Context: an optimization exercise on an open-source flow, tuned for small area. The choices shown serve that exercise and are no tape-out recipe. Function was checked by simulation only, so behaviour that the tests miss may differ from the original. Power figures rest on the tool's default switching activity, not on a simulated workload.

==> flow/design.v <==
module fcb_core (
    input  wire        clk,
    input  wire        rst,
    input  wire        op_valid,
    output wire        op_ready,
    input  wire [7:0]  op_code,
    input  wire [23:0] op_arg,
    output reg         res_valid,
    output reg  [7:0]  res_code,
    output reg  [63:0] res_data,
    input  wire        rx_valid,
    output wire        rx_ready,
    input  wire [7:0]  rx_data,
    input  wire        rx_err
);
    localparam [7:0]  ACK      = 8'h06;
    localparam [7:0]  START    = 8'hF2;
    localparam [7:0]  END_MARK = 8'h03;
    localparam [7:0]  PMT      = 8'h50;
    localparam [31:0] CRC_POLY = 32'hEDB88320;
    localparam [4:0] K_C00 = 5'd0,  K_C20 = 5'd1,  K_C22 = 5'd2,  K_C23 = 5'd3,
                     K_C24 = 5'd4,  K_C25 = 5'd5,  K_DEC = 5'd6,  K_N   = 5'd7,
                     K_BCC = 5'd8,  K_CRC = 5'd9,  K_BRV = 5'd10, K_W   = 5'd11,
                     K_F2  = 5'd12, K_L   = 5'd13, K_03  = 5'd14, K_DS  = 5'd15,
                     K_PMT = 5'd16, K_AS  = 5'd17, K_AD  = 5'd18, K_ST  = 5'd19,
                     K_ER  = 5'd20, K_FL  = 5'd21, K_R0  = 5'd22, K_R5  = 5'd23,
                     K_R6  = 5'd24, K_R7  = 5'd25, K_R8  = 5'd26, K_R9  = 5'd27,
                     K_B   = 5'd28, K_F1  = 5'd29, K_SWH = 5'd30, K_SWL = 5'd31;
    reg [7:0]  f1;                
    reg [7:0]  wr8 [0:7];         
    reg [7:0]  br [0:47];         
    reg [15:0] sw;                
    reg [5:0]  ub;                
    reg [31:0] crc;
    reg [7:0]  bcc;
    reg [6:0]  nlen;              
    reg [7:0]  dsum;              
    reg [2:0]  de;                
    reg        dack;
    reg        pmt;               
    reg        dec;               
    reg        h0d;               
    reg        ec;                
    reg [5:0]  cnt;               
    reg [4:0]  kind;
    wire       done  = |nlen[6:3];
    wire       fail  = |de;
    wire [7:0] dcode = {3'b000, de == 3'd7, de[2] & de[1],
                        de[2] & ~de[1], de[1] & ~de[2], de[0] & ~(de[2] & de[1])};
    wire [5:0] nm1   = nlen[5:0] - 6'd1;
    wire [5:0] nm2   = nlen[5:0] - 6'd2;
    wire [5:0] nm3   = nlen[5:0] - 6'd3;
    wire [5:0] nm4   = nlen[5:0] - 6'd4;
    wire [5:0] lval  = nlen[5:0] - 6'd6;
    wire idle   = ~dec;
    wire [7:0]  oc  = op_code;
    wire [23:0] idx = op_arg;
    wire [2:0] t3  = dec ? cnt[2:0] : (oc == 8'h42) ? idx[2:0] : 3'd4;
    wire       lo_eq = (ub[2:0] == t3);
    wire tail  = |cnt[5:2];
    wire isend = tail & ~ec & (cnt == nm2);
    wire data  = tail & ~ec & ~isend;
    wire in_w  = ~cnt[5] & ~cnt[4] & ~(cnt[3] & cnt[2]);      
    wire needw = h0d & data & (in_w | (cnt < nm4));
    assign rx_ready = dec & (~needw | lo_eq);
    wire rx_fire = rx_valid & rx_ready;
    wire wr      = rx_fire & needw;
    wire [3:0] dq  = {1'b0, cnt[5:3]} - {1'b0, ub[5:3]};
    wire [2:0] tap = dq[3] ? dq[2:0] + 3'd6 : dq[2:0];
    reg       go;
    reg [4:0] knext;
    wire      big_idx = (|idx[23:6]) || ({1'b0, idx[5:0]} >= nlen);
    wire      short11 = nlen < 7'd11;
    wire      short12 = nlen < 7'd12;
    wire [5:0] i6 = idx[5:0];
    wire      i_w = ~i6[5] & ~i6[4] & ~(i6[3] & i6[2]);
    always @(*) begin
        go    = 1'b1;
        knext = K_C20;
        case (oc)
            8'h10, 8'h11: knext = K_C00;
            8'h12: knext = K_BCC;
            8'h20, 8'h21: knext = K_C00;
            8'h22: knext = K_CRC;
            8'h23: knext = K_BRV;
            8'h40: knext = K_DEC;
            8'h41: knext = K_N;
            8'h42: begin
                if (!done)             knext = K_C22;
                else if (big_idx)      knext = K_C24;
                else if (i6 == 6'd0)   knext = K_F2;
                else if (i6 == 6'd1)   knext = K_F1;
                else if (i6 == 6'd2)   knext = K_C00;
                else if (i6 == 6'd3)   knext = K_L;
                else if (i6 == nm1)    knext = K_DS;
                else if (i6 == nm2)    knext = K_03;
                else if (i6 == nm3)    knext = K_SWL;
                else if (i6 == nm4)    knext = K_SWH;
                else if (i_w) begin    knext = K_W; go = lo_eq; end
                else begin             knext = K_B; go = lo_eq & (ub[5:3] == i6[5:3]); end
            end
            8'h50: knext = done ? K_PMT : K_C22;
            8'h51: begin
                if (!done)        knext = K_C22;
                else if (!pmt)    knext = K_C00;
                else if (short11) knext = K_C23;
                else              knext = K_AS;
            end
            8'h52: begin
                if (!done)        knext = K_C22;
                else if (short11) knext = K_C23;
                else              knext = K_AD;
            end
            8'h53: begin
                if (!done)        knext = K_C22;
                else if (short12) knext = K_C23;
                else begin        knext = K_ST; go = lo_eq; end
            end
            8'h54: begin
                if (!done)        knext = K_C22;
                else if (short11) knext = K_C23;
                else begin        knext = K_ER; go = lo_eq; end
            end
            8'h55: begin
                if (!done)        knext = K_C22;
                else begin        knext = K_FL; go = lo_eq; end
            end
            8'h60: begin
                case (op_arg[7:0])
                    8'd0: knext = K_R0;
                    8'd1: knext = K_BCC;
                    8'd2: knext = K_CRC;
                    8'd3: knext = K_N;
                    8'd4: knext = K_C00;
                    8'd5: knext = K_R5;
                    8'd6: knext = K_R6;
                    8'd7: knext = K_R7;
                    8'd8: knext = K_R8;
                    8'd9: knext = K_R9;
                    default: knext = K_C25;
                endcase
            end
            default: ;
        endcase
    end
    assign op_ready = idle & (~op_valid | go);
    wire acc = op_valid & op_ready;
    function [31:0] crc_byte;
        input [31:0] r;
        input [7:0]  b;
        integer i;
        reg [31:0] v;
        begin
            v = r ^ {24'd0, b};
            for (i = 0; i < 8; i = i + 1)
                v = v[0] ? ((v >> 1) ^ CRC_POLY) : (v >> 1);
            crc_byte = v;
        end
    endfunction
    reg [2:0] de_n;
    reg       fin;
    always @(*) begin
        de_n = de;
        fin  = 1'b0;
        if (!h0d) begin
            de_n = (rx_data == ACK) ? 3'd0 : (rx_data == START) ? 3'd2 : 3'd1;
        end else if (!tail) begin
            case (cnt[1:0])
                2'd0: if (dack && rx_data != START) de_n = 3'd1;
                2'd1: ;
                2'd2: if (de == 3'd0 && rx_data != 8'd0) de_n = 3'd4;
                2'd3: begin
                    if (de == 3'd0) begin
                        if (rx_data < 8'd3)       de_n = 3'd3;
                        else if (rx_data > 8'd58) de_n = 3'd4;
                    end
                    fin = (de_n != 3'd0);
                end
            endcase
        end else if (isend) begin
            if (rx_data != END_MARK) de_n = 3'd5;
        end else if (ec) begin
            if (de == 3'd0 && rx_data != dsum) de_n = 3'd6;
            fin = 1'b1;
        end
        if (rx_err) begin
            de_n = 3'd7;
            fin  = 1'b1;
        end
    end
    integer j;
    always @(posedge clk) begin
        for (j = 0; j < 7; j = j + 1)
            wr8[j] <= wr8[j + 1];
        wr8[7] <= wr8[0];
        for (j = 0; j < 47; j = j + 1)
            br[j] <= br[j + 1];
        br[47] <= br[0];
        if (wr && in_w)
            wr8[0] <= rx_data;
        for (j = 0; j < 6; j = j + 1)
            if (wr && !in_w && tap == j)
                br[8 * j] <= rx_data;
        ub <= (rst || ub == 6'd59) ? 6'd12 : ub + 6'd1;
        if (acc)
            kind <= knext;
        if (rst) begin
            bcc       <= 8'h00;
            crc       <= 32'hFFFFFFFF;
            nlen      <= 7'd0;
            de        <= 3'd0;
            dack      <= 1'b0;
            dec       <= 1'b0;
            res_valid <= 1'b0;
        end else begin
            res_valid <= acc & (oc != 8'h40);
            if (acc && oc == 8'h10) bcc <= 8'h00;
            if (acc && oc == 8'h11) bcc <= bcc ^ op_arg[7:0];
            if (acc && oc == 8'h20) crc <= 32'hFFFFFFFF;
            if (acc && oc == 8'h21) crc <= crc_byte(crc, op_arg[7:0]);
            if (dec) begin
                if (rx_fire) begin
                    h0d <= 1'b1;
                    if (h0d) cnt <= cnt + 6'd1;
                    de <= de_n;
                    if (!h0d) begin
                        dack <= ~rx_err & (rx_data == ACK);
                        nlen <= 7'd0;
                        dsum <= 8'h00;
                    end else begin
                        if (!tail && rx_err) dack <= 1'b0;
                        if (!ec) dsum <= dsum ^ rx_data;
                    end
                    if (h0d && !tail && cnt[1:0] == 2'd1) f1 <= rx_data;
                    if (h0d && !tail && cnt[1:0] == 2'd3 && de_n == 3'd0)
                        nlen <= {1'b0, rx_data[5:0]} + 7'd6;
                    if (data) sw <= {sw[7:0], rx_data};
                    if (cnt == 6'd4) pmt <= (rx_data == PMT);
                    if (isend) ec <= 1'b1;
                    if (fin) begin
                        dec       <= 1'b0;
                        res_valid <= 1'b1;
                        if (de_n != 3'd0) nlen <= 7'd0;
                    end
                end
            end else if (acc && oc == 8'h40) begin
                dec <= 1'b1;
                h0d <= 1'b0;
                ec  <= 1'b0;
                cnt <= 6'd0;
            end
        end
    end
    wire [7:0]  f4 = wr8[0], f5 = wr8[1], f6 = wr8[2];
    wire [7:0]  f7 = wr8[3], f8 = wr8[4], f9 = wr8[5];
    wire d_hit = (f7[7:2] == 6'b001100) && (f7[1:0] != 2'b11);
    wire s_hit = (f8[7:2] == 6'b001100) && (f8[1:0] != 2'b11);
    wire c_hit = (f9[7:1] == 7'b0011000);
    wire [15:0] ecode = {f7, f8};
    wire e_hit = (ecode == 16'h3030) || (ecode == 16'h3031) || (ecode == 16'h3130);
    wire [1:0] e_idx = (ecode == 16'h3030) ? 2'd0 : (ecode == 16'h3031) ? 2'd1 : 2'd2;
    reg        a_hit;
    reg [1:0]  a_idx;
    always @(*) begin
        a_hit = 1'b1;
        a_idx = 2'd0;
        case (sw)
            16'h9000: a_idx = 2'd0;
            16'h9100: a_idx = 2'd1;
            16'h91AE: a_idx = 2'd2;
            16'h91AF: a_idx = 2'd3;
            default:  a_hit = 1'b0;
        endcase
    end
    wire [2:0] kbrev = (|crc[31:24]) ? 3'd4 : (|crc[23:16]) ? 3'd3 : (|crc[15:8]) ? 3'd2 : 3'd1;
    wire [2:0] dph   = done ? 3'd3 : fail ? 3'd4 : 3'd0;
    always @(*) begin
        res_code = 8'h00;
        res_data = 64'd0;
        case (kind)
            K_C00: ;
            K_C20: res_code = 8'h20;
            K_C22: res_code = 8'h22;
            K_C23: res_code = 8'h23;
            K_C24: res_code = 8'h24;
            K_C25: res_code = 8'h25;
            K_DEC: begin res_code = dcode; res_data[6:0] = nlen; end
            K_N:   res_data[6:0] = nlen;
            K_BCC: res_data[7:0] = bcc;
            K_CRC: res_data[31:0] = crc;
            K_BRV: begin res_data[31:0] = crc; res_data[34:32] = kbrev; end
            K_W:   res_data[7:0] = wr8[0];
            K_B:   res_data[7:0] = br[0];
            K_F1:  res_data[7:0] = f1;
            K_SWH: res_data[7:0] = sw[15:8];
            K_SWL: res_data[7:0] = sw[7:0];
            K_F2:  res_data[7:0] = START;
            K_L:   res_data[5:0] = lval;
            K_03:  res_data[7:0] = END_MARK;
            K_DS:  res_data[7:0] = dsum;
            K_PMT: res_data[0] = pmt;
            K_AS:  res_data[1:0] = {sw == 16'h91AF,
                                    (sw == 16'h9100) || (sw == 16'h9000) || (sw == 16'h91AF)};
            K_AD: begin
                if (!a_hit) begin res_code = 8'h10; res_data[15:0] = sw; end
                else res_data[1:0] = a_idx;
            end
            K_ST: begin
                if (!d_hit)      begin res_code = 8'h11; res_data[15:0] = {8'd0, f7}; end
                else if (!s_hit) begin res_code = 8'h11; res_data[15:0] = {8'd1, f8}; end
                else if (!c_hit) begin res_code = 8'h11; res_data[15:0] = {8'd2, f9}; end
                else res_data[23:0] = {7'd0, f9[0], 6'd0, f8[1:0], 6'd0, f7[1:0]};
            end
            K_ER: begin
                res_data[15:0] = ecode;
                if (!e_hit) res_code = 8'h12;
                else res_data[17:16] = e_idx;
            end
            K_FL:  res_data = {dsum, END_MARK, 8'd0, 2'd0, lval, f6, f5, f4, f1};
            K_R0:  res_data[15:0] = {dcode, 4'd0, dack, dph};
            K_R5:  res_data[31:0] = 32'h504303F2;
            K_R6:  res_data[31:0] = 32'h00346006;
            K_R7:  res_data[31:0] = 32'h00090807;
            K_R8:  res_data[31:0] = 32'h00000807;
            K_R9:  res_data[31:0] = 32'd64;
            default: ;
        endcase
    end
endmodule
==> flow/run.sh <==
#!/bin/bash
# synth_recipe.tcl (not shown) runs the flow's synth.tcl, then flattens the netlist and writes it again
# the make line also repeats each setting of config.mk as NAME=value (left out here)
make -C /OpenROAD-flow-scripts/flow DESIGN_CONFIG=/design/flow/config.mk WORK_HOME=/design/flow/orfs CLKGATE_MAP_FILE= SYNTH_SCRIPT=/design/flow/synth_recipe.tcl finish
==> flow/config.mk <==
export PLATFORM = sky130hd
export DESIGN_NAME = fcb_core
export DESIGN_NICKNAME = fcb_core
export VERILOG_FILES = /design/flow/design.v
export SDC_FILE = /design/flow/constraint.sdc
export NUM_CORES = 4
export LEC_CHECK = 0
export CAP_MARGIN = 20
export CORE_MARGIN = 2
export CORE_UTILIZATION = 40
export SLEW_MARGIN = 20
==> flow/constraint.sdc <==
create_clock -name core_clock -period 10.0 [get_ports {clk}]
set_input_delay 2.0000 -clock core_clock [delete_from_list [all_inputs] [get_ports {clk}]]
set_output_delay 2.0000 -clock core_clock [all_outputs]
set_load 0.01 [all_outputs]
==> impl_results.md, run 1 <==
* RSZ-0062 raised after global routing: false
* Synth top area share at 0.532
* Vias post-DR at 13,200
* Wirelength per Cell at 21.6 um
* Multi-input logic area at 7050 sq um
* Routability cong. at 0.907
* Drt drc at 0
* DR top layer: met4
* CTS sink count at 553
* Site row count at 80
* Setup crit end kind: output port
* Met2 routed WL at 23,900 um
* Vias in the first global route at 12,800
* Root Driver: clkbuf_16
* P_leak at 8.36 nW
* Wire length on met3 at 3010 um
* Crit path max fanout at 6
* Least-Margin Pin Slew at 1.06 ns
* Worst hold path depth at 0
* TNS Setup at 0 ns
* Yosys warns at 3
* Number of synthesized register bits at 553
* Syn Inst Count at 1,701
* Worst-Skew Late Latency at 0.60 ns
* Synth unique cells at 88
* CP Launch Type: input port
* Async set-reset flop share out of synthesis at 0
* Largest area contributor in the netlist: dfxtp_1
* Total iterations of the first detailed-routing run at 8
* R2R cell count at 9
* Critical Path RT at 8.00 ns
* Syn Area/Cell at 11.2 sq um
* Max Freq at 133 MHz
* Worst Slack Setup Final at 2.46 ns
* Main area contributors after synthesis: dfxtp_1 53%, edfxtp_1 7.2%, xnor2_1 3.4%
* Rel. slew slack at 0.285
* Fillers at 4,412
* ANT nets after route at 0
* Final Util at 0.473
* Layout cells sized above 1 at 0.0967
* Number of synthesized flops with an enable pin at 46
* Crit path DAT at 5.54 ns
* Final HPWL DP at 37,900 um
* Inserted Clock Buffers at 52
* Top FF cell, synth: dfxtp_1
* Die area at 49,400 sq um
* Area Growth Syn to Fin at 17.8%
* Total Wirelength at 53,200 um
* Period utilisation layout at 0.754
* Chip height at 222 um
* First-pass GRT wire length at 80,100 um
* Io pins at 120
* Iter 0 DRT Violations at 1,256
* Setup Viol. Count Final at 0
* Commonest cells after routing, fill and taps aside: 507 x dfxtp_1, 101 x clkdlybuf4s50_1, 96 x nor2_1, 90 x nand2_1, 83 x a21oi_1
* Maximum vdd ir drop at 0.175 mV
* Setup bufs post-CTS at 0
* Grt ovf at 0
* Die extent in x at 222 um
* Most common cell after layout, fill and taps aside: dfxtp_1
* Wl on met1 at 24,600 um
* Final Hold Vio Count at 0
* Crit path kind: in2out
* Core area at 47,400 sq um
* RR Endpoint: wr8[0][0]
* Share of the yosys chip area belonging to registers at 0.605
* PwrDens at 200 nW/um^2
* Clock Skew at 0.0179 ns
* Reg area at 11,500 sq um
* HP Class: reg2reg
* Clock Pin Slew Worst Setup and Hold Paths at 0.07 ns
* Initial core utilization at 0.402
* CTS resizes at 0
* Largest net degree at the start of global routing at 56
* Buffers on Ports at 101
* FF-to-FF setup slack at 5.73 ns
* Hold endpoint: br[21][2]
* Slew Viols, Final at 0
* Max cap viols at 0
* Reg2reg start: nlen[1]
* Clock Path Buffers at 3
* CTS tree: yes
* Antenna cell count at 0
* Post-place setup slack at 2.45 ns
* Hold_buf cts at 0
* Netlist Area Pre-Place at 19,100 sq um
* Clock H-tree levels at 2
* Total global-route track usage at 0.212
* Hold Path Origin: br[22][2]
* Hold_ws at 0.310 ns
* Initial antenna violation count at 0
* Post-layout nets at 1,883
* Status: timing/DRC/antenna clean
* Clock period minus worst slack at 7.54 ns
* Vias per cell at 5.37
## cell usage after synthesis, drive strengths merged (8+ instances only)
library cell	instances
xor2	46
mux2	57
nand3	38
nand4	15
o22ai	38
inv	36
edfxtp	46
xnor2	75
buf	39
nand3b	14
nand2b	43
a22o	11
clkbuf	58
a21oi	83
a211oi	13
o21ai	68
nor4	25
o21a	8
o211ai	9
nand2	92
nor2	99
and2	26
a31oi	10
a221oi	11
nor2b	17
nor3	35
a22oi	12
dfxtp	507
ha	36
## area by class of cell
| type | count | area share |
|---|---|---|
| inverters | 37 | 0.00618 |
| well taps | 615 | 0.0343 |
| repair buffers | 126 | 0.0534 |
| clock buffers | 72 | 0.0677 |
| clock inverters | 22 | 0.0115 |
| flip-flops and latches | 553 | 0.513 |
| multi-input cells | 1031 | 0.314 |
## logic make-up after synthesis
kind of cell    share of synthesized area
simple gates                        0.124
mux                                0.0373
flops                               0.605
buf+inv                            0.0310
xor+xnor                           0.0560
compound gates                      0.122
other cells                      0.000197
fa+ha+maj                          0.0247
## state kept, by name, indices dropped and copies added (netlist names)
register / count
crc: 32
sw: 16
dec: 1
bcc: 8
de: 3
h0d: 1
cnt: 6
pmt: 1
dsum: 8
br: 384
dack: 1
kind: 5
ec: 1
res_valid: 1
nlen: 7
wr8: 64
f1: 8
ub: 6
## metal layers
metal | GRT usage | vias up
met5 | 0 | -
met4 | 0.0786 | 0
met3 | 0.0321 | 96
met2 | 0.335 | 424
li1 | - | 6200
met1 | 0.295 | 6468
## report_power, final
group	switching [mW]	total (mW)	internal [mW]	leakage [nW]
clock	0.848	2.00	1.15	0.856
sequential	0.00536	2.24	2.23	4.53
combinational	0.144	0.246	0.103	2.98
total	0.997	4.48	3.49	8.36
## critical path, stage by stage
cell             delay, ns
clkdlybuf4s50_1       0.64
inv_1                 0.21
ha_1                  0.39
nand2b_1              0.16
a21o_1                0.17
a211oi_1              0.20
o21ai_0               0.18
a2111oi_0             0.46
a31oi_1               0.14
nor3_1                0.37
nor2_1                0.09
clkdlybuf4s50_1       0.53
## worst max-delay path by stage
stage	startpoint	endpoint	slack (ns)	cells past startpoint
finish	op_arg[0]	op_ready	2.46	12
global placement	op_arg[0]	op_ready	2.48	12
detailed placement	op_arg[0]	op_ready	2.45	12
CTS	op_arg[0]	op_ready	2.44	12
floorplan	op_arg[0]	op_ready	4.12	10
global route	op_arg[0]	op_ready	2.22	12
## per-stage QoR
stage          cells  instance area, sq um  total power, mW
2_1_floorplan   1718                 19100             2.44
4_1_cts         2456                 22400             4.52
5_1_grt         2456                 22500             4.63
3_5_place_dp    2362                 20700             2.53
3_3_place_gp    2362                 20700             2.53
6_report        2456                 22500             4.48
==> run 2, diff against run 1 <==
--- a/flow/design.v
+++ b/flow/design.v
@@ -41,5 +41,5 @@
     reg        dec;               
     reg        h0d;               
-    reg        ec;                
+    reg        ch;                
     reg [5:0]  cnt;               
     reg [4:0]  kind;
@@ -48,19 +48,18 @@
     wire [7:0] dcode = {3'b000, de == 3'd7, de[2] & de[1],
                         de[2] & ~de[1], de[1] & ~de[2], de[0] & ~(de[2] & de[1])};
-    wire [5:0] nm1   = nlen[5:0] - 6'd1;
-    wire [5:0] nm2   = nlen[5:0] - 6'd2;
-    wire [5:0] nm3   = nlen[5:0] - 6'd3;
-    wire [5:0] nm4   = nlen[5:0] - 6'd4;
     wire [5:0] lval  = nlen[5:0] - 6'd6;
     wire idle   = ~dec;
     wire [7:0]  oc  = op_code;
     wire [23:0] idx = op_arg;
+    wire [5:0] fx  = dec ? cnt : idx[5:0];
+    wire [6:0] rem = nlen - {1'b0, fx} - 7'd1;      
     wire [2:0] t3  = dec ? cnt[2:0] : (oc == 8'h42) ? idx[2:0] : 3'd4;
     wire       lo_eq = (ub[2:0] == t3);
     wire tail  = |cnt[5:2];
-    wire isend = tail & ~ec & (cnt == nm2);
-    wire data  = tail & ~ec & ~isend;
+    wire isend = tail & (rem[5:0] == 6'd1);
+    wire ischk = tail & (rem[5:0] == 6'd0);
+    wire data  = tail & (rem[5:1] != 5'd0);
     wire in_w  = ~cnt[5] & ~cnt[4] & ~(cnt[3] & cnt[2]);      
-    wire needw = h0d & data & (in_w | (cnt < nm4));
+    wire needw = h0d & data & (in_w | (rem[5:2] != 4'd0));
     assign rx_ready = dec & (~needw | lo_eq);
     wire rx_fire = rx_valid & rx_ready;
@@ -70,5 +69,5 @@
     reg       go;
     reg [4:0] knext;
-    wire      big_idx = (|idx[23:6]) || ({1'b0, idx[5:0]} >= nlen);
+    wire      big_idx = (|idx[23:6]) || rem[6];
     wire      short11 = nlen < 7'd11;
     wire      short12 = nlen < 7'd12;
@@ -81,5 +80,6 @@
             8'h10, 8'h11: knext = K_C00;
             8'h12: knext = K_BCC;
-            8'h20, 8'h21: knext = K_C00;
+            8'h20: knext = K_C00;
+            8'h21: begin knext = K_C00; go = ch; end
             8'h22: knext = K_CRC;
             8'h23: knext = K_BRV;
@@ -93,8 +93,12 @@
                 else if (i6 == 6'd2)   knext = K_C00;
                 else if (i6 == 6'd3)   knext = K_L;
-                else if (i6 == nm1)    knext = K_DS;
-                else if (i6 == nm2)    knext = K_03;
-                else if (i6 == nm3)    knext = K_SWL;
-                else if (i6 == nm4)    knext = K_SWH;
+                else if (rem[5:2] == 4'd0) begin
+                    case (rem[1:0])
+                        2'd0: knext = K_DS;
+                        2'd1: knext = K_03;
+                        2'd2: knext = K_SWL;
+                        2'd3: knext = K_SWH;
+                    endcase
+                end
                 else if (i_w) begin    knext = K_W; go = lo_eq; end
                 else begin             knext = K_B; go = lo_eq & (ub[5:3] == i6[5:3]); end
@@ -146,16 +150,17 @@
     assign op_ready = idle & (~op_valid | go);
     wire acc = op_valid & op_ready;
-    function [31:0] crc_byte;
+    function [31:0] crc_nib;
         input [31:0] r;
-        input [7:0]  b;
+        input [3:0]  b;
         integer i;
         reg [31:0] v;
         begin
-            v = r ^ {24'd0, b};
-            for (i = 0; i < 8; i = i + 1)
+            v = r ^ {28'd0, b};
+            for (i = 0; i < 4; i = i + 1)
                 v = v[0] ? ((v >> 1) ^ CRC_POLY) : (v >> 1);
-            crc_byte = v;
+            crc_nib = v;
         end
     endfunction
+    wire cupd = op_valid & idle & (oc == 8'h21);
     reg [2:0] de_n;
     reg       fin;
@@ -180,5 +185,5 @@
         end else if (isend) begin
             if (rx_data != END_MARK) de_n = 3'd5;
-        end else if (ec) begin
+        end else if (ischk) begin
             if (de == 3'd0 && rx_data != dsum) de_n = 3'd6;
             fin = 1'b1;
@@ -203,6 +208,6 @@
                 br[8 * j] <= rx_data;
         ub <= (rst || ub == 6'd59) ? 6'd12 : ub + 6'd1;
-        if (acc)
-            kind <= knext;
+        kind <= (dec || oc == 8'h40) ? K_DEC : knext;
+        ch   <= ~rst & cupd & ~ch;
         if (rst) begin
             bcc       <= 8'h00;
@@ -218,5 +223,5 @@
             if (acc && oc == 8'h11) bcc <= bcc ^ op_arg[7:0];
             if (acc && oc == 8'h20) crc <= 32'hFFFFFFFF;
-            if (acc && oc == 8'h21) crc <= crc_byte(crc, op_arg[7:0]);
+            if (cupd) crc <= crc_nib(crc, ch ? op_arg[7:4] : op_arg[3:0]);
             if (dec) begin
                 if (rx_fire) begin
@@ -230,5 +235,5 @@
                     end else begin
                         if (!tail && rx_err) dack <= 1'b0;
-                        if (!ec) dsum <= dsum ^ rx_data;
+                        if (!ischk) dsum <= dsum ^ rx_data;
                     end
                     if (h0d && !tail && cnt[1:0] == 2'd1) f1 <= rx_data;
@@ -237,5 +242,4 @@
                     if (data) sw <= {sw[7:0], rx_data};
                     if (cnt == 6'd4) pmt <= (rx_data == PMT);
-                    if (isend) ec <= 1'b1;
                     if (fin) begin
                         dec       <= 1'b0;
@@ -247,5 +251,4 @@
                 dec <= 1'b1;
                 h0d <= 1'b0;
-                ec  <= 1'b0;
                 cnt <= 6'd0;
             end
--- a/flow/config.mk
+++ b/flow/config.mk
@@ -6,4 +6,5 @@
 export NUM_CORES = 4
 export LEC_CHECK = 0
+export ABC_AREA = 1
 export CAP_MARGIN = 20
 export CORE_MARGIN = 2
==> impl_results.md, run 2 <==
* CTS resizes at 0 (unchanged)
* Clock H-tree levels at 2 (unchanged)
* Layout cells sized above 1 at 0.0611 (was 0.0967)
* Die extent in x at 219 um (was 222 um)
* Netlist Area Pre-Place at 18,500 sq um (was 19,100 sq um)
* Yosys warns at 3 (unchanged)
* Root Driver: clkbuf_16 (unchanged)
* Share of the yosys chip area belonging to registers at 0.622 (was 0.605)
* Least-Margin Pin Slew at 1.15 ns (was 1.06 ns)
* TNS Setup at 0 ns (unchanged)
* Clock Skew at 0.0370 ns (was 0.0179 ns)
* RSZ-0062 raised after global routing: false (unchanged)
* Io pins at 120 (unchanged)
* Initial antenna violation count at 7 (was 0)
* Setup crit end kind: output port (unchanged)
* Clock Path Buffers at 3 (unchanged)
* CP Launch Type: input port (unchanged)
* Critical Path RT at 8.00 ns (about the same)
* Most common cell after layout, fill and taps aside: dfxtp_1 (unchanged)
* CTS tree: yes (unchanged)
* Worst hold path depth at 0 (unchanged)
* Worst Slack Setup Final at 2.39 ns (was 2.46 ns)
* Post-place setup slack at 2.39 ns (was 2.45 ns)
* Crit path DAT at 5.61 ns (was 5.54 ns)
* Maximum vdd ir drop at 0.165 mV (was 0.175 mV)
* Max Freq at 131 MHz (was 133 MHz)
* Max cap viols at 0 (unchanged)
* Worst path most repeated cell: nand2_1 (was clkdlybuf4s50_1)
* Vias per cell at 5.13 (was 5.37)
* Setup Viol. Count Final at 0 (unchanged)
* Wirelength per Cell at 19.8 um (was 21.6 um)
* Clock period minus worst slack at 7.61 ns (was 7.54 ns)
* Status: timing/DRC/antenna clean (unchanged)
* Rel. slew slack at 0.228 (was 0.285)
* PwrDens at 199 nW/um^2 (was 200 nW/um^2)
* First-pass GRT wire length at 81,200 um (was 80,100 um)
* Total Wirelength at 53,900 um (was 53,200 um)
* Crit path max fanout at 6 (unchanged)
* Site row count at 78 (was 80)
* ANT nets after route at 0 (unchanged)
* Total global-route track usage at 0.225 (was 0.212)
* Core area at 45,500 sq um (was 47,400 sq um)
* Initial core utilization at 0.406 (was 0.402)
* CP Cell Sequence: clkdlybuf4s50_1 > inv_1 > a21oi_1 > inv_1 > ha_1 > fa_1 > nand3_1 > nand3b_1 > nand2_1 > nand3_1 > nor2_2 > nand2_1 > nand2_1 > nor3_2 > a21oi_1 > clkdlybuf4s50_1 (was clkdlybuf4s50_1 > inv_1 > ha_1 > nand2b_1 > a21o_1 > a211oi_1 > o21ai_0 > a2111oi_0 > a31oi_1 > nor3_1 > nor2_1 > clkdlybuf4s50_1)
* Crit path max-delay family: buffers and inverters (unchanged)
* Most flops, register: br (unchanged)
* Final HPWL DP at 38,900 um (was 37,900 um)
* Critical path's largest stage delay at 0.65 ns (was 0.64 ns)
* Buffers & Inverters on Critical Path at 4 (was 3)
* Crit path kind: in2out (unchanged)
* Post-layout nets at 2,157 (was 1,883)
* Synth unique cells at 51 (was 88)
* Die area at 47,900 sq um (was 49,400 sq um)
* Period utilisation layout at 0.761 (was 0.754)
* Async set-reset flop share out of synthesis at 0 (unchanged)
* R2R cell count at 20 (was 9)
* Largest net degree at the start of global routing at 55 (was 56)
* Number of synthesized flops with an enable pin at 40 (was 46)
* CTS sink count at 553 (unchanged)
* Setup bufs post-CTS at 0 (unchanged)
* Total iterations of the first detailed-routing run at 5 (was 8)
* P_leak at 9.14 nW (was 8.36 nW)
* Multi-input logic area at 5920 sq um (was 7050 sq um)
* Chip height at 219 um (was 222 um)
* Commonest cells after routing, fill and taps aside: 513 x dfxtp_1, 406 x nand2_1, 198 x inv_1, 134 x nor2_1, 129 x nand3_1 (was 507 x dfxtp_1, 101 x clkdlybuf4s50_1, 96 x nor2_1, 90 x nand2_1, 83 x a21oi_1)
* Crit. path cell count at 16 (was 12)
* Biggest registers after layout: br (384), wr8 (64), crc (32) (unchanged)
* Synth top area share at 0.556 (was 0.532)
* Buffers on Ports at 101 (unchanged)
* Hold_buf cts at 0 (unchanged)
* Syn Area/Cell at 9.38 sq um (was 11.2 sq um)
* Syn Inst Count at 1,967 (was 1,701)
* Routability cong. at 1.00 (was 0.907)
* Final Hold Vio Count at 0 (unchanged)
* Largest area contributor in the netlist: dfxtp_1 (unchanged)
* Area Growth Syn to Fin at 17.8% (about the same)
* Inserted Clock Buffers at 54 (was 52)
* Vias in the first global route at 13,600 (was 12,800)
* Fillers at 4,391 (was 4,412)
* Drt drc at 0 (unchanged)
* Worst-Skew Late Latency at 0.61 ns (was 0.60 ns)
* Reg area at 11,500 sq um (about the same)
* Slew Viols, Final at 0 (unchanged)
* Vias post-DR at 14,000 (was 13,200)
* Number of synthesized register bits at 553 (unchanged)
* Iter 0 DRT Violations at 1,225 (was 1,256)
* HP Class: reg2reg (unchanged)
* Top post-synthesis cells by count: 513 x dfxtp_1, 406 x nand2_1, 198 x inv_1, 134 x nor2_1, 129 x nand3_1 (was 507 x dfxtp_1, 97 x nor2_1, 90 x nand2_1, 83 x a21oi_1, 74 x xnor2_1)
* Main area contributors after synthesis: dfxtp_1 56%, nand2_1 8.3%, edfxtp_1 6.5% (was dfxtp_1 53%, edfxtp_1 7.2%, xnor2_1 3.4%)
* Clock Pin Slew Worst Setup and Hold Paths at 0.06 ns (was 0.07 ns)
* Max FFs per register at 384 (unchanged)
* Top FF cell, synth: dfxtp_1 (unchanged)
* Grt ovf at 0 (unchanged)
* Cell at the slowest stage of the critical path: clkdlybuf4s50_1 (unchanged)
* Most instantiated library cell after synthesis: dfxtp_1 (unchanged)
[run 2: path summary, 6_finish.rpt]
check / startpoint / to / slack (ns)
max: op_arg[0] / rx_ready / 2.39
min: wr8[7][7] / wr8[6][7] / 0.30
max reg2reg: dec / br[24][6] / 5.03
min reg2reg: wr8[7][7] / wr8[6][7] / 0.30
[run 2: power by group]
part,internal (mW),total (mW),switching (mW)
Combinational,0.0423,0.126,0.0835
Sequential,2.23,2.24,0.00474
Clock,1.12,1.97,0.842
Total,3.40,4.33,0.930
[run 2: metal layers]
| layer | vias to the layer above | part of all wire | GRT usage |
|---|---|---|---|
| li1 | 6680 | - | - |
| met1 | 6647 | 0.45 | 0.309 |
| met2 | 546 | 0.45 | 0.357 |
| met3 | 114 | 0.069 | 0.0391 |
| met4 | 6 | 0.031 | 0.0809 |
| met5 | - | 0.00085 | 0 |
[run 2: metrics by stage]
step | area, sq um | util | hold WS, ns | std cells | power [mW]
after global placement | 20000 | 0.440 | 0.310 | 2630 | 2.41
after global routing | 21700 | 0.478 | 0.298 | 2726 | 4.48
final | 21700 | 0.478 | 0.303 | 2728 | 4.33
after CTS | 21700 | 0.478 | 0.293 | 2726 | 4.37
after floorplan | 18500 | - | 0.310 | 1984 | 2.36
after detailed placement | 20000 | 0.440 | 0.312 | 2630 | 2.41
[run 2: worst register-to-register path, delay by kind of cell, from the launching register on]
kind                       cells  cell delay (ns)
and+or+nand+nor               15             2.78
AOI/OAI and AO/OA              1             0.28
buffers and inverters          2             0.37
DFF                            1             0.77
adders and majority gates      2             0.65
[run 2: cell families after synthesis]
group / synth area share
fa+ha+maj: 0.0184
other cells: 0.000203
buf+inv: 0.0615
simple gates: 0.183
flops: 0.622
xor+xnor: 0.0237
compound gates: 0.0915
[run 2: cell type report]
type | count | area share
antenna | 2 | 0.000230
sequential | 553 | 0.527
inverter | 205 | 0.0354
clock inverter | 16 | 0.00880
timing repair buffer | 113 | 0.0504
tap | 600 | 0.0345
clock buffer | 80 | 0.0708
multi-input combinational | 1159 | 0.272
==> run 3, diff against run 2 <==
--- a/flow/config.mk
+++ b/flow/config.mk
@@ -9,4 +9,7 @@
 export CAP_MARGIN = 20
 export CORE_MARGIN = 2
-export CORE_UTILIZATION = 40
+export CORE_UTILIZATION = 65
+export CTS_BUF_LIST = sky130_fd_sc_hd__clkbuf_16
+export CTS_CLUSTER_DIAMETER = 80
+export CTS_CLUSTER_SIZE = 30
 export SLEW_MARGIN = 20
==> impl_results.md, run 3 <==
* Most flops, register: br (unchanged)
* Worst path most repeated cell: nand2_1 (unchanged)
* Site row count at 61 (was 78)
* Crit path max fanout at 6 (unchanged)
* Io pins at 120 (unchanged)
* Routability cong. at 0.991 (was 1.00)
* Syn Inst Count at 1,967 (unchanged)
* Root Driver: clkbuf_16 (unchanged)
* Setup crit end kind: output port (unchanged)
* Hold_buf cts at 0 (unchanged)
* Total Wirelength at 56,800 um (was 53,900 um)
* Core area at 27,900 sq um (was 45,500 sq um)
* Final Hold Vio Count at 0 (unchanged)
* Slew Viols, Final at 0 (unchanged)
* Reg2reg start: dec (unchanged)
* Wirelength per Cell at 23.3 um (was 19.8 um)
* Async set-reset flop share out of synthesis at 0 (unchanged)
* Clock Skew at 0.0386 ns (was 0.0370 ns)
* Commonest cells after routing, fill and taps aside: 513 x dfxtp_1, 406 x nand2_1, 203 x inv_1, 134 x nor2_1, 129 x nand3_1 (was 513 x dfxtp_1, 406 x nand2_1, 198 x inv_1, 134 x nor2_1, 129 x nand3_1)
* TNS Setup at 0 ns (unchanged)
* Buffers on Ports at 101 (unchanged)
* Crit path max-delay family: buffers and inverters (unchanged)
* Yosys warns at 3 (unchanged)
* Initial core utilization at 0.662 (was 0.406)
* Largest area contributor in the netlist: dfxtp_1 (unchanged)
* Clock Path Buffers at 3 (unchanged)
* Most instantiated library cell after synthesis: dfxtp_1 (unchanged)
* Worst hold path depth at 0 (unchanged)
* Inserted Clock Buffers at 24 (was 54)
* CP Cell Sequence: clkdlybuf4s50_1 > inv_1 > a21oi_1 > inv_1 > ha_1 > fa_1 > nand3_1 > nand3b_1 > nand2_1 > nand3_1 > nor2_2 > nand2_1 > nand2_1 > nor3_2 > a21oi_1 > clkdlybuf4s50_1 (unchanged)
* Synth unique cells at 51 (unchanged)
* Critical path's largest stage delay at 0.62 ns (was 0.65 ns)
* Layout cells sized above 1 at 0.0374 (was 0.0611)
* Vias post-DR at 14,600 (was 14,000)
* Buffers & Inverters on Critical Path at 4 (unchanged)
* Hold Path Origin: br[46][6] (was wr8[7][7])
* Drt drc at 0 (unchanged)
* CTS sink count at 553 (unchanged)
* Worst Setup SP: op_arg[0] (unchanged)
* Crit path DAT at 5.61 ns (about the same)
* Least-Margin Pin Slew at 1.20 ns (was 1.15 ns)
* Worst-Skew Late Latency at 0.57 ns (was 0.61 ns)
* Biggest registers after layout: br (384), wr8 (64), crc (32) (unchanged)
* Total iterations of the first detailed-routing run at 6 (was 5)
* R2R cell count at 20 (unchanged)
* PwrDens at 173 nW/um^2 (was 199 nW/um^2)
* Status: timing/DRC/antenna clean (unchanged)
* Number of synthesized register bits at 553 (unchanged)
* HP Class: reg2reg (unchanged)
* Multi-input logic area at 5920 sq um (unchanged)
* Critical Path RT at 8.00 ns (about the same)
* Reg area at 11,500 sq um (unchanged)
* Worst Slack Setup Final at 2.39 ns (about the same)
* Final HPWL DP at 40,000 um (was 38,900 um)
* Total global-route track usage at 0.376 (was 0.225)
* RR Endpoint: br[16][3] (was br[24][6])
* Vias per cell at 6.00 (was 5.13)
* Cell at the slowest stage of the critical path: clkdlybuf4s50_1 (unchanged)
* First-pass GRT wire length at 85,800 um (was 81,200 um)
* Vias in the first global route at 14,500 (was 13,600)
* Crit path kind: in2out (unchanged)
* Top FF cell, synth: dfxtp_1 (unchanged)
* Fillers at 1,832 (was 4,391)
* Antenna cell count at 0 (was 2)
* P_leak at 8.66 nW (was 9.14 nW)
* Largest net degree at the start of global routing at 55 (unchanged)
* Setup Viol. Count Final at 0 (unchanged)
* Max Freq at 131 MHz (about the same)
* Die extent in x at 173 um (was 219 um)
* Number of synthesized flops with an enable pin at 40 (unchanged)
* Initial antenna violation count at 3 (was 7)
* FF-to-FF setup slack at 4.76 ns (was 5.03 ns)
* ANT nets after route at 0 (unchanged)
* RSZ-0062 raised after global routing: false (unchanged)
* CTS resizes at 0 (unchanged)
* Main area contributors after synthesis: dfxtp_1 56%, nand2_1 8.3%, edfxtp_1 6.5% (unchanged)
* Most common cell after layout, fill and taps aside: dfxtp_1 (unchanged)
* Netlist Area Pre-Place at 18,500 sq um (unchanged)
* Share of the yosys chip area belonging to registers at 0.622 (unchanged)
* Top post-synthesis cells by count: 513 x dfxtp_1, 406 x nand2_1, 198 x inv_1, 134 x nor2_1, 129 x nand3_1 (unchanged)
* Clock Pin Slew Worst Setup and Hold Paths at 0.12 ns (was 0.06 ns)
* Clock H-tree levels at 1 (was 2)
* Max cap viols at 0 (unchanged)
* CTS tree: yes (unchanged)
* CP Launch Type: input port (unchanged)
* Area Growth Syn to Fin at 10.8% (was 17.8%)
* Rel. slew slack at 0.199 (was 0.228)
* Synth top area share at 0.556 (unchanged)
* Die area at 29,800 sq um (was 47,900 sq um)
* Setup bufs post-CTS at 0 (unchanged)
* Clock period minus worst slack at 7.61 ns (about the same)
* Grt ovf at 0 (unchanged)
* Hold endpoint: br[45][6] (was wr8[6][7])
* Maximum vdd ir drop at 0.114 mV (was 0.165 mV)
* Syn Area/Cell at 9.38 sq um (unchanged)
* Post-place setup slack at 2.47 ns (was 2.39 ns)
* Period utilisation layout at 0.761 (about the same)
* Iter 0 DRT Violations at 2,011 (was 1,225)
* Post-layout nets at 2,122 (was 2,157)
* Chip height at 173 um (was 219 um)
* Max FFs per register at 384 (unchanged)
-- run 3: worst max path at each step --
stage,slack (ns),endpoint,cells after the start
2_1_floorplan,3.71,sw[0],17
3_3_place_gp,2.59,rx_ready,16
3_5_place_dp,2.47,rx_ready,16
4_1_cts,2.44,rx_ready,16
5_1_grt,2.14,rx_ready,16
6_report,2.39,rx_ready,16
-- run 3: per-layer routing --
layer	vias up	part of all wire	wire length, um	GRT usage
li1	6572	-	-	-
met1	6934	0.37	21100	0.465
met2	896	0.47	26900	0.627
met3	220	0.093	5290	0.0701
met4	2	0.061	3470	0.197
met5	-	0.00023	13	0
-- run 3: report_power, final --
group	internal [mW]	leakage, nW	switching (mW)
Combinational	0.0420	3.77	0.0860
Sequential	2.23	4.51	0.00487
Clock	0.475	0.379	0.705
-- run 3: final cells by class --
cell class	count	area share
sequential	553	0.561
multi-input combinational	1159	0.290
timing repair buffer	108	0.0520
inverter	205	0.0376
clock buffer	25	0.0306
tap	378	0.0231
clock inverter	11	0.00587
-- run 3: cells by family (layout without fill, tap and decap cells) --
family | after synthesis | in the layout | synth area share
and+or+nand+nor | 780 | 780 | 0.183
DFF | 553 | 553 | 0.622
AOI/OAI and AO/OA | 285 | 285 | 0.0915
buffers and inverters | 272 | 349 | 0.0615
xor gates and xnor gates | 50 | 50 | 0.0237
adders and majority gates | 26 | 26 | 0.0184
other | 1 | 18 | 0.000203
-- run 3: through the flow --
stage               hold WS [ns]  instance area, sq um  std cells   util  total power [mW]
floorplan                  0.310                 18500       1984      -              2.36
global placement           0.310                 19700       2403  0.707              2.40
detailed placement         0.312                 19700       2403  0.707              2.41
CTS                        0.336                 20400       2439  0.734              3.53
global route               0.337                 20400       2439  0.734              3.62
finish                     0.332                 20400       2439  0.734              3.54
-- run 3: worst reg2reg max path: stages, from the launching register on --
cell and delay [ns]:
dfxtp_1 0.77, inv_2 0.28, a21oi_1 0.25, inv_1 0.06, ha_1 0.23, fa_1 0.42, nand3_1 0.14, nand3b_1 0.08
nand2_1 0.08, nand3_1 0.13, nor2_2 0.24, nand2_1 0.14, nand2_1 0.14, nor3_2 0.08, nand2_1 0.09, and3_1 0.33
nand2_4 0.19, nor2_8 0.68, nand2_1 0.47, nand2_1 0.28, nand2_1 0.08
==> run 4, diff against run 3 <==
==> flow/flow/run.sh (new file) <==
#!/bin/bash
# Standard layout with two changes: port buffers use the smallest buffer cell,
# and clock tree synthesis inserts no dummy loads.
set -euo pipefail
export BUFFER_PORTS_ARGS="-buffer_cell sky130_fd_sc_hd__buf_1"
export CTS_ARGS="-sink_clustering_enable -repair_clock_nets -dont_use_dummy_load -buf_list sky130_fd_sc_hd__clkbuf_16 -sink_clustering_size 30 -sink_clustering_max_diameter 80"
bash standard.sh > orfs_make.log 2>&1
==> flow/standard.sh (new file) <==
#!/bin/bash
# synth_recipe.tcl (not shown) runs the flow's synth.tcl, then flattens the netlist and writes it again
# the make line also repeats each setting of config.mk as NAME=value (left out here)
make -C /OpenROAD-flow-scripts/flow DESIGN_CONFIG=/design/flow/config.mk WORK_HOME=/design/flow/orfs CLKGATE_MAP_FILE= SYNTH_SCRIPT=/design/flow/synth_recipe.tcl "${@:-finish}"
--- a/flow/config.mk
+++ b/flow/config.mk
@@ -10,6 +10,3 @@
 export CORE_MARGIN = 2
 export CORE_UTILIZATION = 65
-export CTS_BUF_LIST = sky130_fd_sc_hd__clkbuf_16
-export CTS_CLUSTER_DIAMETER = 80
-export CTS_CLUSTER_SIZE = 30
 export SLEW_MARGIN = 20
removed: flow/run.sh
==> impl_results.md, run 4 <==
* Most instantiated library cell after synthesis: dfxtp_1 (unchanged)
* Buffers & Inverters on Critical Path at 5 (was 4)
* R2R cell count at 20 (unchanged)
* Hold Path Origin: br[7][4] (was br[46][6])
* Maximum vdd ir drop at 0.121 mV (was 0.114 mV)
* RR Endpoint: br[32][7] (was br[16][3])
* Max FFs per register at 384 (unchanged)
* Slew Viols, Final at 0 (unchanged)
* Critical Path RT at 8.00 ns (about the same)
* Core area at 27,900 sq um (unchanged)
* HP Class: reg2reg (unchanged)
* CTS sink count at 553 (unchanged)
* Reg area at 11,500 sq um (unchanged)
* Max Freq at 148 MHz (was 131 MHz)
* Syn Area/Cell at 9.38 sq um (unchanged)
* Crit path kind: in2out (unchanged)
* Wirelength per Cell at 21.5 um (was 23.3 um)
* Share of the yosys chip area belonging to registers at 0.622 (unchanged)
* Clock H-tree levels at 1 (unchanged)
* Most flops, register: br (unchanged)
* ANT nets after route at 0 (unchanged)
* Iter 0 DRT Violations at 1,423 (was 2,011)
* Cell at the slowest stage of the critical path: fa_1 (was clkdlybuf4s50_1)
* Largest area contributor in the netlist: dfxtp_1 (unchanged)
* Worst path most repeated cell: nand2_1 (unchanged)
* Crit path max fanout at 6 (unchanged)
* Clock Pin Slew Worst Setup and Hold Paths at 0.10 ns (was 0.12 ns)
* Site row count at 61 (unchanged)
* Chip height at 173 um (unchanged)
* Final HPWL DP at 37,100 um (was 40,000 um)
* CP Launch Type: input port (unchanged)
* Hold endpoint: br[6][4] (was br[45][6])
* Crit path DAT at 4.74 ns (was 5.61 ns)
* Critical path's largest stage delay at 0.43 ns (was 0.62 ns)
* Placed Area at 19,100 sq um (was 19,700 sq um)
* Most common cell after layout, fill and taps aside: dfxtp_1 (unchanged)
* Status: timing/DRC/antenna clean (unchanged)
* Async set-reset flop share out of synthesis at 0 (unchanged)
* Synth unique cells at 51 (unchanged)
* Total Wirelength at 52,400 um (was 56,800 um)
* Setup crit end kind: output port (unchanged)
* Drt drc at 0 (unchanged)
* Total iterations of the first detailed-routing run at 6 (unchanged)
* Crit path max-delay family: simple AND/OR/NAND/NOR gates (was buffers and inverters)
* Top post-synthesis cells by count: 513 x dfxtp_1, 406 x nand2_1, 198 x inv_1, 134 x nor2_1, 129 x nand3_1 (unchanged)
* Period utilisation layout at 0.674 (was 0.761)
* Clock Path Buffers at 3 (unchanged)
* Synth top area share at 0.556 (unchanged)
* Area Growth Syn to Fin at 6.85% (was 10.8%)
* CTS resizes at 0 (unchanged)
* Post-layout nets at 2,129 (was 2,122)
* Largest net degree at the start of global routing at 55 (unchanged)
* Total global-route track usage at 0.347 (was 0.376)
* Layout cells sized above 1 at 0.0370 (was 0.0374)
* Io pins at 120 (unchanged)
* TNS Setup at 0 ns (unchanged)
* Reg2reg start: dec (unchanged)
* Number of synthesized flops with an enable pin at 40 (unchanged)
* Buffers on Ports at 101 (unchanged)
* Initial antenna violation count at 0 (was 3)
* P_leak at 8.36 nW (was 8.66 nW)
* RSZ-0062 raised after global routing: false (unchanged)
* Inserted Clock Buffers at 24 (unchanged)
* Syn Inst Count at 1,967 (unchanged)
* Least-Margin Pin Slew at 0.968 ns (was 1.20 ns)
* Top FF cell, synth: dfxtp_1 (unchanged)
* Die area at 29,800 sq um (unchanged)
* Clock period minus worst slack at 6.74 ns (was 7.61 ns)
* Worst-Skew Late Latency at 0.57 ns (about the same)
* FF-to-FF setup slack at 5.09 ns (was 4.76 ns)
* Rel. slew slack at 0.353 (was 0.199)
* Final Hold Vio Count at 0 (unchanged)
* Netlist Area Pre-Place at 18,500 sq um (unchanged)
* Commonest cells after routing, fill and taps aside: 513 x dfxtp_1, 406 x nand2_1, 198 x inv_1, 134 x nor2_1, 129 x nand3_1 (was 513 x dfxtp_1, 406 x nand2_1, 203 x inv_1, 134 x nor2_1, 129 x nand3_1)
* Setup bufs post-CTS at 0 (unchanged)
* CP Cell Sequence: buf_1 > inv_1 > a21oi_1 > inv_1 > ha_1 > fa_1 > nand3_1 > nand2_1 > nand2_1 > nand2_1 > a21oi_1 > nor2_1 > nor2_1 > nand3_1 > nand2_1 > nand3_1 > nand2_1 > inv_1 > buf_1 (was clkdlybuf4s50_1 > inv_1 > a21oi_1 > inv_1 > ha_1 > fa_1 > nand3_1 > nand3b_1 > nand2_1 > nand3_1 > nor2_2 > nand2_1 > nand2_1 > nor3_2 > a21oi_1 > clkdlybuf4s50_1)
* Max cap viols at 0 (unchanged)
* First-pass GRT wire length at 79,900 um (was 85,800 um)
* Multi-input logic area at 5920 sq um (about the same)
* Vias in the first global route at 13,900 (was 14,500)
* Vias post-DR at 14,200 (was 14,600)
* Root Driver: clkbuf_16 (unchanged)
* Hold_buf cts at 0 (unchanged)
* Worst hold path depth at 0 (unchanged)
* Vias per cell at 5.83 (was 6.00)
* Number of synthesized register bits at 553 (unchanged)
* Clock Skew at 0.0640 ns (was 0.0386 ns)
* Grt ovf at 0 (unchanged)
* Die extent in x at 173 um (unchanged)
* Initial core utilization at 0.662 (unchanged)
* Final instance area at 19,700 sq um (was 20,400 sq um)
* Main area contributors after synthesis: dfxtp_1 56%, nand2_1 8.3%, edfxtp_1 6.5% (unchanged)
* Crit. path cell count at 19 (was 16)
* Routability cong. at 1.05 (was 0.991)
* Biggest registers after layout: br (384), wr8 (64), crc (32) (unchanged)
* Hold_ws at 0.312 ns (was 0.332 ns)
* Fillers at 2,062 (was 1,832)
* PwrDens at 173 nW/um^2 (about the same)
* CTS tree: yes (unchanged)
* Setup Viol. Count Final at 0 (unchanged)
* Yosys warns at 3 (unchanged)
run 4: worst max-delay path by stage:
stage | slack, ns | from | endpoint
final | 3.26 | op_arg[0] | op_ready
after global routing | 2.96 | op_arg[0] | op_ready
after CTS | 3.30 | op_arg[0] | op_ready
after detailed placement | 3.31 | op_arg[0] | op_ready
after global placement | 3.37 | op_arg[0] | op_ready
after floorplan | 3.71 | op_arg[0] | sw[0]
run 4: logic make-up after synthesis:
| family | count (synthesis) | synth area share |
|---|---|---|
| AO/OA/AOI/OAI | 285 | 0.0915 |
| adder cells (fa/ha/maj) | 26 | 0.0184 |
| other | 1 | 0.000203 |
| flip-flops | 553 | 0.622 |
| buffers and inverters | 272 | 0.0615 |
| AND/OR/NAND/NOR | 780 | 0.183 |
| XOR/XNOR | 50 | 0.0237 |
run 4: layout make-up:
cell class              count  share of cell area
flip-flops and latches    553               0.582
inverters                 205              0.0390
clock buffers              24              0.0305
repair buffers            115              0.0244
multi-input cells        1159               0.300
well taps                 378              0.0240
diodes                      2            0.000254
run 4: per-stage QoR:
stage	utilization	power (mW)	worst slack (ns)	instances
after floorplan	-	2.36	3.71	1984
after global placement	0.686	2.39	3.37	2409
after detailed placement	0.686	2.39	3.31	2409
after CTS	0.708	3.42	3.30	2433
final	0.708	3.42	3.26	2436
after global routing	0.708	3.51	2.96	2434
run 4: worst reg2reg max path, stage by stage (launching register included):
cell	delay [ns]
dfxtp_1	0.71
inv_2	0.28
a21oi_1	0.26
inv_1	0.06
ha_1	0.23
fa_1	0.43
nand3_1	0.13
nand3b_1	0.08
nand2_1	0.07
nand3_1	0.13
nor2_2	0.24
nand2_1	0.11
nand2_1	0.12
nor3_2	0.08
nand2_1	0.08
and3_1	0.29
nand2_4	0.18
nor2_8	0.63
nand2_1	0.45
nand2_1	0.21
nand2_1	0.09
run 4: layer usage:
metal  up-vias  GRT usage  part of all wire
li1       6582          -                 -
met5         -          0                 0
met2       783      0.581              0.47
met1      6679      0.442              0.39
met4         0      0.165             0.052
met3       170     0.0550             0.086
run 4: where the power goes:
| group | switching [mW] | internal (mW) |
|---|---|---|
| logic | 0.0848 | 0.0305 |
| registers | 0.00461 | 2.23 |
| clock network | 0.639 | 0.432 |
| total | 0.729 | 2.69 |
==> run 5, diff against run 4 <==
--- a/flow/design.v
+++ b/flow/design.v
@@ -41,5 +41,5 @@
     reg        dec;               
     reg        h0d;               
-    reg        ch;                
+    reg [1:0]  ch;                
     reg [5:0]  cnt;               
     reg [4:0]  kind;
@@ -56,4 +56,5 @@
     wire [2:0] t3  = dec ? cnt[2:0] : (oc == 8'h42) ? idx[2:0] : 3'd4;
     wire       lo_eq = (ub[2:0] == t3);
+    wire       lo4_eq = lo_eq & (ub[3] == cnt[3]);
     wire tail  = |cnt[5:2];
     wire isend = tail & (rem[5:0] == 6'd1);
@@ -62,9 +63,9 @@
     wire in_w  = ~cnt[5] & ~cnt[4] & ~(cnt[3] & cnt[2]);      
     wire needw = h0d & data & (in_w | (rem[5:2] != 4'd0));
-    assign rx_ready = dec & (~needw | lo_eq);
+    assign rx_ready = dec & (~needw | (in_w ? lo_eq : lo4_eq));
     wire rx_fire = rx_valid & rx_ready;
     wire wr      = rx_fire & needw;
-    wire [3:0] dq  = {1'b0, cnt[5:3]} - {1'b0, ub[5:3]};
-    wire [2:0] tap = dq[3] ? dq[2:0] + 3'd6 : dq[2:0];
+    wire [2:0] dq  = {1'b0, cnt[5:4]} - {1'b0, ub[5:4]};
+    wire [1:0] tap = dq[2] ? dq[1:0] + 2'd3 : dq[1:0];
     reg       go;
     reg [4:0] knext;
@@ -81,5 +82,5 @@
             8'h12: knext = K_BCC;
             8'h20: knext = K_C00;
-            8'h21: begin knext = K_C00; go = ch; end
+            8'h21: begin knext = K_C00; go = &ch; end
             8'h22: knext = K_CRC;
             8'h23: knext = K_BRV;
@@ -156,6 +157,6 @@
         reg [31:0] v;
         begin
-            v = r ^ {28'd0, b};
-            for (i = 0; i < 4; i = i + 1)
+            v = r ^ {30'd0, b};
+            for (i = 0; i < 2; i = i + 1)
                 v = v[0] ? ((v >> 1) ^ CRC_POLY) : (v >> 1);
             crc_nib = v;
@@ -204,10 +205,10 @@
         if (wr && in_w)
             wr8[0] <= rx_data;
-        for (j = 0; j < 6; j = j + 1)
+        for (j = 0; j < 3; j = j + 1)
             if (wr && !in_w && tap == j)
-                br[8 * j] <= rx_data;
+                br[16 * j] <= rx_data;
         ub <= (rst || ub == 6'd59) ? 6'd12 : ub + 6'd1;
         kind <= (dec || oc == 8'h40) ? K_DEC : knext;
-        ch   <= ~rst & cupd & ~ch;
+        ch   <= (~rst & cupd) ? ch + 2'd1 : 2'd0;
         if (rst) begin
             bcc       <= 8'h00;
@@ -223,5 +224,5 @@
             if (acc && oc == 8'h11) bcc <= bcc ^ op_arg[7:0];
             if (acc && oc == 8'h20) crc <= 32'hFFFFFFFF;
-            if (cupd) crc <= crc_nib(crc, ch ? op_arg[7:4] : op_arg[3:0]);
+            if (cupd) crc <= crc_nib(crc, op_arg[2*ch +: 2]);
             if (dec) begin
                 if (rx_fire) begin
==> flow/flow/run.sh (replaced) <==
#!/bin/bash
# The standard layout (standard.sh) with three changes:
# - synthesis maps logic with a stronger ABC area script (three rounds of
#   choice computation, area-oriented mapping and don't-care resynthesis);
#   registers are mapped before ABC runs, so they are the standard ones;
# - port buffers use the smallest buffer cell;
# - clock tree synthesis inserts no dummy loads.
set -euo pipefail
work=$(pwd)
rm -rf "$work/scripts"
cp -r "$FLOW_HOME/scripts" "$work/scripts"
cp "$work/flow/abc_area.script" "$work/scripts/abc_area.script"
export SCRIPTS_DIR="$work/scripts"
export BUFFER_PORTS_ARGS="-buffer_cell sky130_fd_sc_hd__buf_1"
export CTS_ARGS="-sink_clustering_enable -repair_clock_nets -dont_use_dummy_load -buf_list sky130_fd_sc_hd__clkbuf_16 -sink_clustering_size 30 -sink_clustering_max_diameter 80"
bash standard.sh > "$work/orfs_make.log" 2>&1
==> flow/flow/abc_area.script (new file) <==
strash
dch
map -a
mfs2
strash
dch
map -a
mfs2
strash
dch
map -a
topo
==> impl_results.md, run 5 <==
* Status: timing/DRC/antenna clean (unchanged)
* Routability cong. at 1.05 (about the same)
* Slew Viols, Final at 0 (unchanged)
* Reg2reg start: dec (unchanged)
* Die extent in x at 166 um (was 173 um)
* Netlist Area Pre-Place at 17,000 sq um (was 18,500 sq um)
* P_leak at 6.76 nW (was 8.36 nW)
* Commonest cells after routing, fill and taps aside: 514 x dfxtp_1, 195 x clkinv_1, 176 x nand2_1, 165 x nor2_1, 115 x o21ai_0 (was 513 x dfxtp_1, 406 x nand2_1, 198 x inv_1, 134 x nor2_1, 129 x nand3_1)
* First-pass GRT wire length at 71,100 um (was 79,900 um)
* Placed Instances at 2,083 (was 2,409)
* Clock period minus worst slack at 6.74 ns (about the same)
* Final Hold Vio Count at 0 (unchanged)
* Crit path kind: in2out (unchanged)
* Wl on met1 at 19,700 um (was 20,500 um)
* Setup Viol. Count Final at 0 (unchanged)
* Vias per cell at 5.95 (was 5.83)
* CTS resizes at 0 (unchanged)
* Hold endpoint: br[7][3] (was br[6][4])
* Post-place setup slack at 3.29 ns (was 3.31 ns)
* Clock Pin Slew Worst Setup and Hold Paths at 0.10 ns (about the same)
* Met2 routed WL at 21,700 um (was 24,700 um)
* Hold Path Origin: br[8][3] (was br[7][4])
* Fillers at 1,810 (was 2,062)
* Inserted Clock Buffers at 23 (was 24)
* RSZ-0062 raised after global routing: false (unchanged)
* Wirelength per Cell at 22.3 um (was 21.5 um)
* PwrDens at 183 nW/um^2 (was 173 nW/um^2)
* Worst Slack Setup Final at 3.26 ns (about the same)
* Iter 0 DRT Violations at 1,590 (was 1,423)
* Final HPWL DP at 33,600 um (was 37,100 um)
* Vias in the first global route at 12,000 (was 13,900)
* Die area at 27,500 sq um (was 29,800 sq um)
* Max cap viols at 0 (unchanged)
* Syn Inst Count at 1,641 (was 1,967)
* Initial core utilization at 0.658 (was 0.662)
* Largest area contributor in the netlist: dfxtp_1 (unchanged)
* Clock Skew at 0.0534 ns (was 0.0640 ns)
* Total Wirelength at 46,900 um (was 52,400 um)
* Largest net degree at the start of global routing at 32 (was 55)
* CP Launch Type: input port (unchanged)
* Hold_ws at 0.292 ns (was 0.312 ns)
* Max FFs per register at 384 (unchanged)
* Layout cells sized above 1 at 0.0198 (was 0.0370)
* Initial antenna violation count at 1 (was 0)
* CTS tree: yes (unchanged)
* Share of the yosys chip area belonging to registers at 0.674 (was 0.622)
* Yosys warns at 3 (unchanged)
* Async set-reset flop share out of synthesis at 0 (unchanged)
* Setup bufs post-CTS at 0 (unchanged)
* HP Class: reg2reg (unchanged)
* ANT nets after route at 0 (unchanged)
* Placed Area at 17,800 sq um (was 19,100 sq um)
* Site row count at 59 (was 61)
* Rel. slew slack at 0.410 (was 0.353)
* Number of synthesized register bits at 554 (was 553)
* CTS sink count at 554 (was 553)
* R2R cell count at 22 (was 20)
* FF-to-FF setup slack at 4.22 ns (was 5.09 ns)
* Vias post-DR at 12,500 (was 14,200)
* Final instance area at 18,400 sq um (was 19,700 sq um)
* Top FF cell, synth: dfxtp_1 (unchanged)
* Grt ovf at 0 (unchanged)
* Antenna cell count at 0 (was 2)
* Buffers on Ports at 101 (unchanged)
* Post-layout nets at 1,843 (was 2,129)
* Hold_buf cts at 0 (unchanged)
* Io pins at 120 (unchanged)
* Crit path max fanout at 7 (was 6)
* Synth top area share at 0.604 (was 0.556)
* Setup crit end kind: output port (unchanged)
* Worst-Skew Late Latency at 0.56 ns (was 0.57 ns)
* Drt drc at 0 (unchanged)
* Chip height at 166 um (was 173 um)
* Clock H-tree levels at 1 (unchanged)
* Max Freq at 148 MHz (about the same)
* Final Non-Filler Cells at 2,106 (was 2,436)
* Clock Path Buffers at 3 (unchanged)
* Most flops, register: br (unchanged)
* Least-Margin Pin Slew at 0.876 ns (was 0.968 ns)
* Wire length on met3 at 3480 um (was 4480 um)
* Core area at 25,900 sq um (was 27,900 sq um)
* Root Driver: clkbuf_16 (unchanged)
* Top post-synthesis cells by count: 514 x dfxtp_1, 195 x clkinv_1, 176 x nand2_1, 165 x nor2_1, 115 x o21ai_0 (was 513 x dfxtp_1, 406 x nand2_1, 198 x inv_1, 134 x nor2_1, 129 x nand3_1)
* Most common cell after layout, fill and taps aside: dfxtp_1 (unchanged)
* Crit path DAT at 4.74 ns (about the same)
* Worst hold path depth at 0 (unchanged)
* Biggest registers after layout: br (384), wr8 (64), crc (32) (unchanged)
* Maximum vdd ir drop at 0.286 mV (was 0.121 mV)
* Critical Path RT at 8.00 ns (about the same)
* RR Endpoint: br[0][1] (was br[32][7])
* Main area contributors after synthesis: dfxtp_1 60%, edfxtp_1 7.0%, clkinv_1 4.3% (was dfxtp_1 56%, nand2_1 8.3%, edfxtp_1 6.5%)
* Area Growth Syn to Fin at 7.95% (was 6.85%)
* Most instantiated library cell after synthesis: dfxtp_1 (unchanged)
* Syn Area/Cell at 10.4 sq um (was 9.38 sq um)
* Synth unique cells at 38 (was 51)
* TNS Setup at 0 ns (unchanged)
* Tot Pwr at 3.36 mW (was 3.42 mW)
* Period utilisation layout at 0.674 (about the same)
* DR top layer: met4 (unchanged)
* Number of synthesized flops with an enable pin at 40 (unchanged)
* Total global-route track usage at 0.334 (was 0.347)
* Total iterations of the first detailed-routing run at 6 (unchanged)
* Final Util at 0.710 (was 0.708)
==> run 5: worst max path at each step <==
stage | end | depth (start not counted) | startpoint
after floorplan | op_ready | 17 | op_arg[0]
after global placement | op_ready | 19 | op_arg[0]
after detailed placement | op_ready | 19 | op_arg[0]
after CTS | op_ready | 19 | op_arg[0]
after global routing | op_ready | 19 | op_arg[0]
final | op_ready | 19 | op_arg[0]
==> run 5: cell families after synthesis <==
group	count (synthesis)	share of synthesized area
other cells	1	0.000220
xor+xnor	23	0.0118
flops	554	0.674
buf+inv	214	0.0513
fa+ha+maj	25	0.0192
compound gates	357	0.128
simple gates	467	0.116
==> run 5: routing by layer <==
| layer | up-vias | GRT usage |
|---|---|---|
| met1 | 5906 | 0.461 |
| met2 | 695 | 0.550 |
| li1 | 5788 | - |
| met3 | 137 | 0.0398 |
| met4 | 0 | 0.119 |
| met5 | - | 0 |
==> run 5: report_power, final <==
| part | internal [mW] | switching, mW | total, mW |
|---|---|---|---|
| Clock | 0.414 | 0.631 | 1.05 |
| Combinational | 0.0200 | 0.0575 | 0.0776 |
| Sequential | 2.23 | 0.00386 | 2.24 |
| Total | 2.67 | 0.693 | 3.36 |
==> run 5: critical path, cell delays in order <==
cell       delay [ns]
buf_1            0.18
o21bai_1         0.22
ha_1             0.20
clkinv_1         0.08
fa_1             0.40
nor2_1           0.12
or2_2            0.12
a21oi_1          0.08
o21bai_1         0.13
a21oi_1          0.09
or2_2            0.29
nand3_1          0.12
nor2_1           0.05
nand2_1          0.07
nor3_1           0.05
o2111ai_1        0.20
nand2_1          0.12
clkinv_1         0.06
buf_1            0.15
==> run 5: area by class of cell <==
class | instances | area (sq um) | share of cell area
Multi-Input combinational cell | 890 | 4740 | 0.258
Timing Repair Buffer | 109 | 439 | 0.0239
Clock buffer | 23 | 576 | 0.0313
Tap cell | 335 | 419 | 0.0228
Sequential cell | 554 | 11500 | 0.624
Inverter | 195 | 732 | 0.0398

==> what the ideal ports hide <==
Ports are ideal in the flow. The routed layouts listed here were re-timed in OpenROAD.
Step 1: set_driving_cell puts a clkbuf_16 on clk and a buf_2 on each other input, an assumption about the parent block.
Step 2 adds t to the input delays and takes it off the output delays; t is the mean of the earliest and latest rising clock arrival at the registers after step 1. Input paths then give back, and output paths get back, about the clock's delay inside the block.
Three values: ideal, step 1, step 2; two values: the first two.
run	t (ns)	setup slack, ns	worst setup path after step 2
run 1	0.649	2.457 / 2.420 / 2.420	input to output
run 2	0.647	2.394 / 2.370 / 2.370	input to output
run 3	0.611	2.387 / 2.354 / 2.354	input to output
run 4	0.595	3.260 / 3.237 / 3.237	input to output
run 5	0.588	3.262 / 3.233 / 3.233	input to output
After both steps setup and hold are still met in every run listed. For run 1, which loses most, drivers alone change the setup slack by -0.037 ns; drivers and shift together by -0.037 ns.
